This design comes from an exercise in tuning for small area and a short achievable clock period on the open sky130 flow, not from production work.
In this exercise RTL edits were held to simulation tests only and were not proved equivalent to the original.
Power figures rest on the tool's default switching activity, not on a simulated workload.

// antibuee_proto
module antibuee_proto (
    input              clk,
    input              rst,           
    input              ev_valid,
    input      [2:0]   ev_kind,       
    input      [7:0]   ev_op,         
    input      [7:0]   ev_data,       
    input              ev_wr_ok,      
    output reg         resp_valid,
    output reg [1:0]   resp_code,     
    output reg         tx_valid,
    output reg         tx_two,
    output     [7:0]   tx_b0,
    output reg [7:0]   tx_b1,
    output reg         ack_valid,
    output     [7:0]   ack_cmd,
    output             ack_success,
    output reg [3:0]   ack_reason,
    output reg         unk_valid,
    output     [6:0]   raw_len,
    output     [511:0] raw_bytes,
    output reg         stat_valid,
    output     [223:0] stat_m,
    output     [29:0]  stat_s,
    output     [15:0]  stat_ts,
    output reg         terr_valid,
    output     [7:0]   terr_op,
    output reg         conn_valid,
    output             conn_state
);
clock: 12.0 ns
lec_check: 0
cap_margin: 20
core_margin: 2
core_utilization: 40
slew_margin: 20
standard.sh (not shown) runs the stock make flow with config.mk's settings and CLKGATE_MAP_FILE= SYNTH_SCRIPT=/design/flow/synth_recipe.tcl, a recipe that flattens the netlist after the stock synthesis.
==> flow/flow/run.sh <==
#!/bin/bash
# Standard ORFS layout, with the port buffers made of the smallest buffer cell,
# clock tree synthesis without dummy loads, and timing repair aiming at a
# shorter period than the constraint (the constraint itself is unchanged).
set -euo pipefail
cd "$(dirname "$0")/.."
export BUFFER_PORTS_ARGS="-buffer_cell sky130_fd_sc_hd__buf_1"
export CTS_ARGS="-sink_clustering_enable -repair_clock_nets -dont_use_dummy_load -buf_list sky130_fd_sc_hd__clkbuf_16 -sink_clustering_size 30 -sink_clustering_max_diameter 120"
export SETUP_SLACK_MARGIN=8.3
bash standard.sh > orfs_make.log 2>&1
Edit:
--- a/flow/flow/run.sh
+++ b/flow/flow/run.sh
@@ -7,3 +7,3 @@
 export BUFFER_PORTS_ARGS="-buffer_cell sky130_fd_sc_hd__buf_1"
-export CTS_ARGS="-sink_clustering_enable -repair_clock_nets -dont_use_dummy_load -buf_list sky130_fd_sc_hd__clkbuf_16 -sink_clustering_size 30 -sink_clustering_max_diameter 120"
+export CTS_ARGS="-sink_clustering_enable -repair_clock_nets -dont_use_dummy_load -buf_list sky130_fd_sc_hd__clkbuf_16 -sink_clustering_size 24 -sink_clustering_max_diameter 100"
 export SETUP_SLACK_MARGIN=8.3
- GPL_TIMING_DRIVEN: unset -> 0
Final area grows by 2.4%.
Wire length falls by 0.90%.
Clock skew fell by 0.0032 ns.
Worst setup slack gets better by 0.015 ns.
Synthesized cell count is unchanged.
Core utilization grows by 1.2 points.
Global-route usage barely changes.
Power grows by 3.2%.
Maximum frequency climbs by 0.41%.
Critical path depth shrinks by 8.
Non-clock buffer count increases by 63.
Edit:
==> flow/run.sh (new file) <==
#!/bin/bash
# synth_recipe.tcl (not shown) runs the flow's synth.tcl, then flattens the netlist and writes it again
# the make line also repeats each setting of config.mk as NAME=value (left out here)
make -C /OpenROAD-flow-scripts/flow DESIGN_CONFIG=/design/flow/config.mk WORK_HOME=/design/flow/orfs CLKGATE_MAP_FILE= SYNTH_SCRIPT=/design/flow/synth_recipe.tcl finish
- GPL_TIMING_DRIVEN: 0 -> unset
- SETUP_SLACK_MARGIN: unset -> 5
removed: flow/flow/run.sh
removed: flow/standard.sh
Effect:
- count of clock-buffer cells in the layout rose by 66
- maximum frequency drops by about a fifth
- non-clock buffer count went down by 103
- setup slack degrades by 0.97 ns
- via count hardly moves
- area after synthesis does not change
- cell count went up slightly
- die area stays the same
- power climbs by a quarter to a third
Edit:
==> flow/flow/run.sh (new file) <==
#!/bin/bash
# Standard ORFS layout, with the port buffers made of the smallest buffer cell,
# clock tree synthesis without dummy loads, and timing repair aiming at a
# shorter period than the constraint (the constraint itself is unchanged).
set -euo pipefail
cd "$(dirname "$0")/.."
export BUFFER_PORTS_ARGS="-buffer_cell sky130_fd_sc_hd__buf_1"
export CTS_ARGS="-sink_clustering_enable -repair_clock_nets -dont_use_dummy_load -buf_list sky130_fd_sc_hd__clkbuf_16 -sink_clustering_size 24 -sink_clustering_max_diameter 100"
export SETUP_SLACK_MARGIN=8.2
bash standard.sh > orfs_make.log 2>&1
==> flow/standard.sh (new file) <==
#!/bin/bash
# synth_recipe.tcl (not shown) runs the flow's synth.tcl, then flattens the netlist and writes it again
# the make line also repeats each setting of config.mk as NAME=value (left out here)
make -C /OpenROAD-flow-scripts/flow DESIGN_CONFIG=/design/flow/config.mk WORK_HOME=/design/flow/orfs CLKGATE_MAP_FILE= SYNTH_SCRIPT=/design/flow/synth_recipe.tcl "${@:-finish}"
- SETUP_SLACK_MARGIN: 5 -> unset
removed: flow/run.sh
Outcome:
- The new run completed without violations
- total power came out lower by 19%
- synthesized area is unchanged
- design area came out lower by 15%
- global-route usage came out lower by 2.7 points
- fmax came out higher by 26%
- worst hold slack degrades by 0.0047 ns
- sequential power hardly moves
- routed wire length came out lower by 9.5%
- sequential cell count does not change

Starting RTL as in the previous note.
// antibuee_proto
module antibuee_proto (
    input              clk,
    input              rst,           
    input              ev_valid,
    input      [2:0]   ev_kind,       
    input      [7:0]   ev_op,         
    input      [7:0]   ev_data,       
    input              ev_wr_ok,      
    output reg         resp_valid,
    output reg [1:0]   resp_code,     
    output reg         tx_valid,
    output reg         tx_two,
    output     [7:0]   tx_b0,
    output reg [7:0]   tx_b1,
    output reg         ack_valid,
    output     [7:0]   ack_cmd,
    output             ack_success,
    output reg [3:0]   ack_reason,
    output reg         unk_valid,
    output     [6:0]   raw_len,
    output     [511:0] raw_bytes,
    output reg         stat_valid,
    output     [223:0] stat_m,
    output     [29:0]  stat_s,
    output     [15:0]  stat_ts,
    output reg         terr_valid,
    output     [7:0]   terr_op,
    output reg         conn_valid,
    output             conn_state
);
    localparam [2:0] EV_ISSUE = 3'd0, EV_RX = 3'd1, EV_TICK = 3'd2,
                     EV_CONNECT = 3'd3, EV_DISCONNECT = 3'd4;
    localparam [1:0] ST_IDLE = 2'd0, ST_BOOT = 2'd1, ST_AWAIT = 2'd2;
    localparam [1:0] PH_START = 2'd0, PH_DATA = 2'd1, PH_ACK = 2'd2;
    localparam [1:0] R_ACCEPTED = 2'd0, R_INVALID = 2'd1, R_BUSY = 2'd2, R_TRANSPORT = 2'd3;
    localparam [3:0] RS_ACK = 4'd0, RS_HELLO_OLD = 4'd1, RS_HELLO_FIRST = 4'd2,
                     RS_STATUS = 4'd3, RS_TIMEOUT = 4'd4, RS_NAK = 4'd5,
                     RS_MALFORMED = 4'd6, RS_OVERFLOW = 4'd8;
    localparam [3:0] OPL_HELLO = 4'h0, OPL_STATUS = 4'h8;
    reg        connected;
    reg [1:0]  state;
    reg        boot2;         
    reg [3:0]  acnt;          
    reg [2:0]  bcnt;          
    reg [15:0] now;
    reg [3:0]  cmd;           
    reg [1:0]  phase;
    reg [6:0]  len_q;         
    reg        len_clr;       
    wire [6:0] len = len_clr ? 7'd0 : len_q;
    reg [7:0]  buf_mem [0:63];
    reg        sf_stat;       
    reg        sf_ok;         
    reg [2:0]  sf_idx;        
  ...
Settings: LEC_CHECK=0, CAP_MARGIN=20, CORE_MARGIN=2, CORE_UTILIZATION=40, SLEW_MARGIN=20; clock period 12.0 ns.
==> flow/flow/run.sh <==
#!/bin/bash
# Standard ORFS layout, with the port buffers made of the smallest buffer cell,
# clock tree synthesis without dummy loads, and timing repair aiming at a
# shorter period than the constraint (the constraint itself is unchanged)
# from placement on.
set -euo pipefail
cd "$(dirname "$0")/.."
export BUFFER_PORTS_ARGS="-buffer_cell sky130_fd_sc_hd__buf_1"
export CTS_ARGS="-sink_clustering_enable -repair_clock_nets -dont_use_dummy_load -buf_list sky130_fd_sc_hd__clkbuf_16 -sink_clustering_size 24 -sink_clustering_max_diameter 100"
bash standard.sh synth floorplan > orfs_make_floorplan.log 2>&1
export SETUP_SLACK_MARGIN=8.3
bash standard.sh > orfs_make.log 2>&1
The starting point ran to the end with no violations.
==> next run, changes <==
--- a/flow/flow/run.sh
+++ b/flow/flow/run.sh
@@ -4,2 +4 @@
-# shorter period than the constraint (the constraint itself is unchanged)
-# from placement on.
+# shorter period than the constraint (the constraint itself is unchanged).
@@ -10 +8,0 @@
-bash standard.sh synth floorplan > orfs_make_floorplan.log 2>&1
@@ -11,0 +10 @@
+export PLACE_PINS_ARGS="-min_distance 1 -min_distance_in_tracks"
- CORE_UTILIZATION: 40 -> 55
Effect:
- The changed run ran to the end with no violations
- die area shrinks by a quarter to a third
- fmax drops slightly
- final area goes down slightly
- sequential share of layout area came out higher by 0.49 points
- wire length came out lower by a few percent
- cell count goes down by a little under a tenth
- core utilization went up by 18 points
- setup slack got worse by 33 ps
- area after synthesis is unchanged
- via count is about the same
- first-iteration DRC count went down by about a fifth
==> next run, changes <==
--- a/flow/flow/run.sh
+++ b/flow/flow/run.sh
@@ -9,2 +9 @@
-export SETUP_SLACK_MARGIN=8.3
-export PLACE_PINS_ARGS="-min_distance 1 -min_distance_in_tracks"
+export SETUP_SLACK_MARGIN=8.4
- CORE_UTILIZATION: 55 -> 40
=>
- The changed run completed without violations
- fmax came out higher slightly
- synthesized area stays the same
- combinational power went up by a few percent
- global-route usage falls by 6.9 points
- power climbs slightly
- routed wire length came out higher by a few percent
- non-clock buffer count went up by 48
- sequential share of layout area falls by 2.1 points

-- what the ideal ports hide --
In the flow no input, the clock included, has a driving cell. The finished layouts below were timed again as built, in two steps.
Step 1 (the two cells are an assumption about what drives the block):
set clk [get_ports {clk}]
set_driving_cell -lib_cell sky130_fd_sc_hd__clkbuf_16 $clk
set_driving_cell -lib_cell sky130_fd_sc_hd__buf_2 [delete_from_list [all_inputs] $clk]
Step 2, shift: input delay + t, output delay - t, t = (earliest + latest rising clock arrival at the registers) / 2. This alone moves slack from input paths to output paths.
Three values: no drivers, after step 1, after step 2; two values: the first two.
run | t, ns | slack for setup (ns) | worst setup path after step 2 | worst data-port slew with drivers (ns)
the first run of note 1 | 0.609 | 8.217 / 8.099 / 7.489 | input to register | 0.20
the second run of note 1 | 0.643 | 8.233 / 8.163 / 7.526 | input to register | 0.18
the third run of note 1 | 0.686 | 7.260 / 7.260 / 6.877 | input to register | 0.03
the fourth run of note 1 | 0.629 | 8.230 / 8.181 / 7.603 | input to register | 0.14
the first run of note 2 | 0.621 | 8.249 / 8.231 / 7.637 | input to register | 0.10
the second run of note 2 | 0.629 | 8.216 / 8.189 / 7.561 | input to register | 0.19
the third run of note 2 | 0.622 | 8.272 / 8.211 / 7.679 | input to register | 0.15
After both steps setup and hold are still met in every run listed. The setup slack of the first run of note 1, which loses most, moves by -0.118 ns with the drivers and by -0.728 ns with both steps.
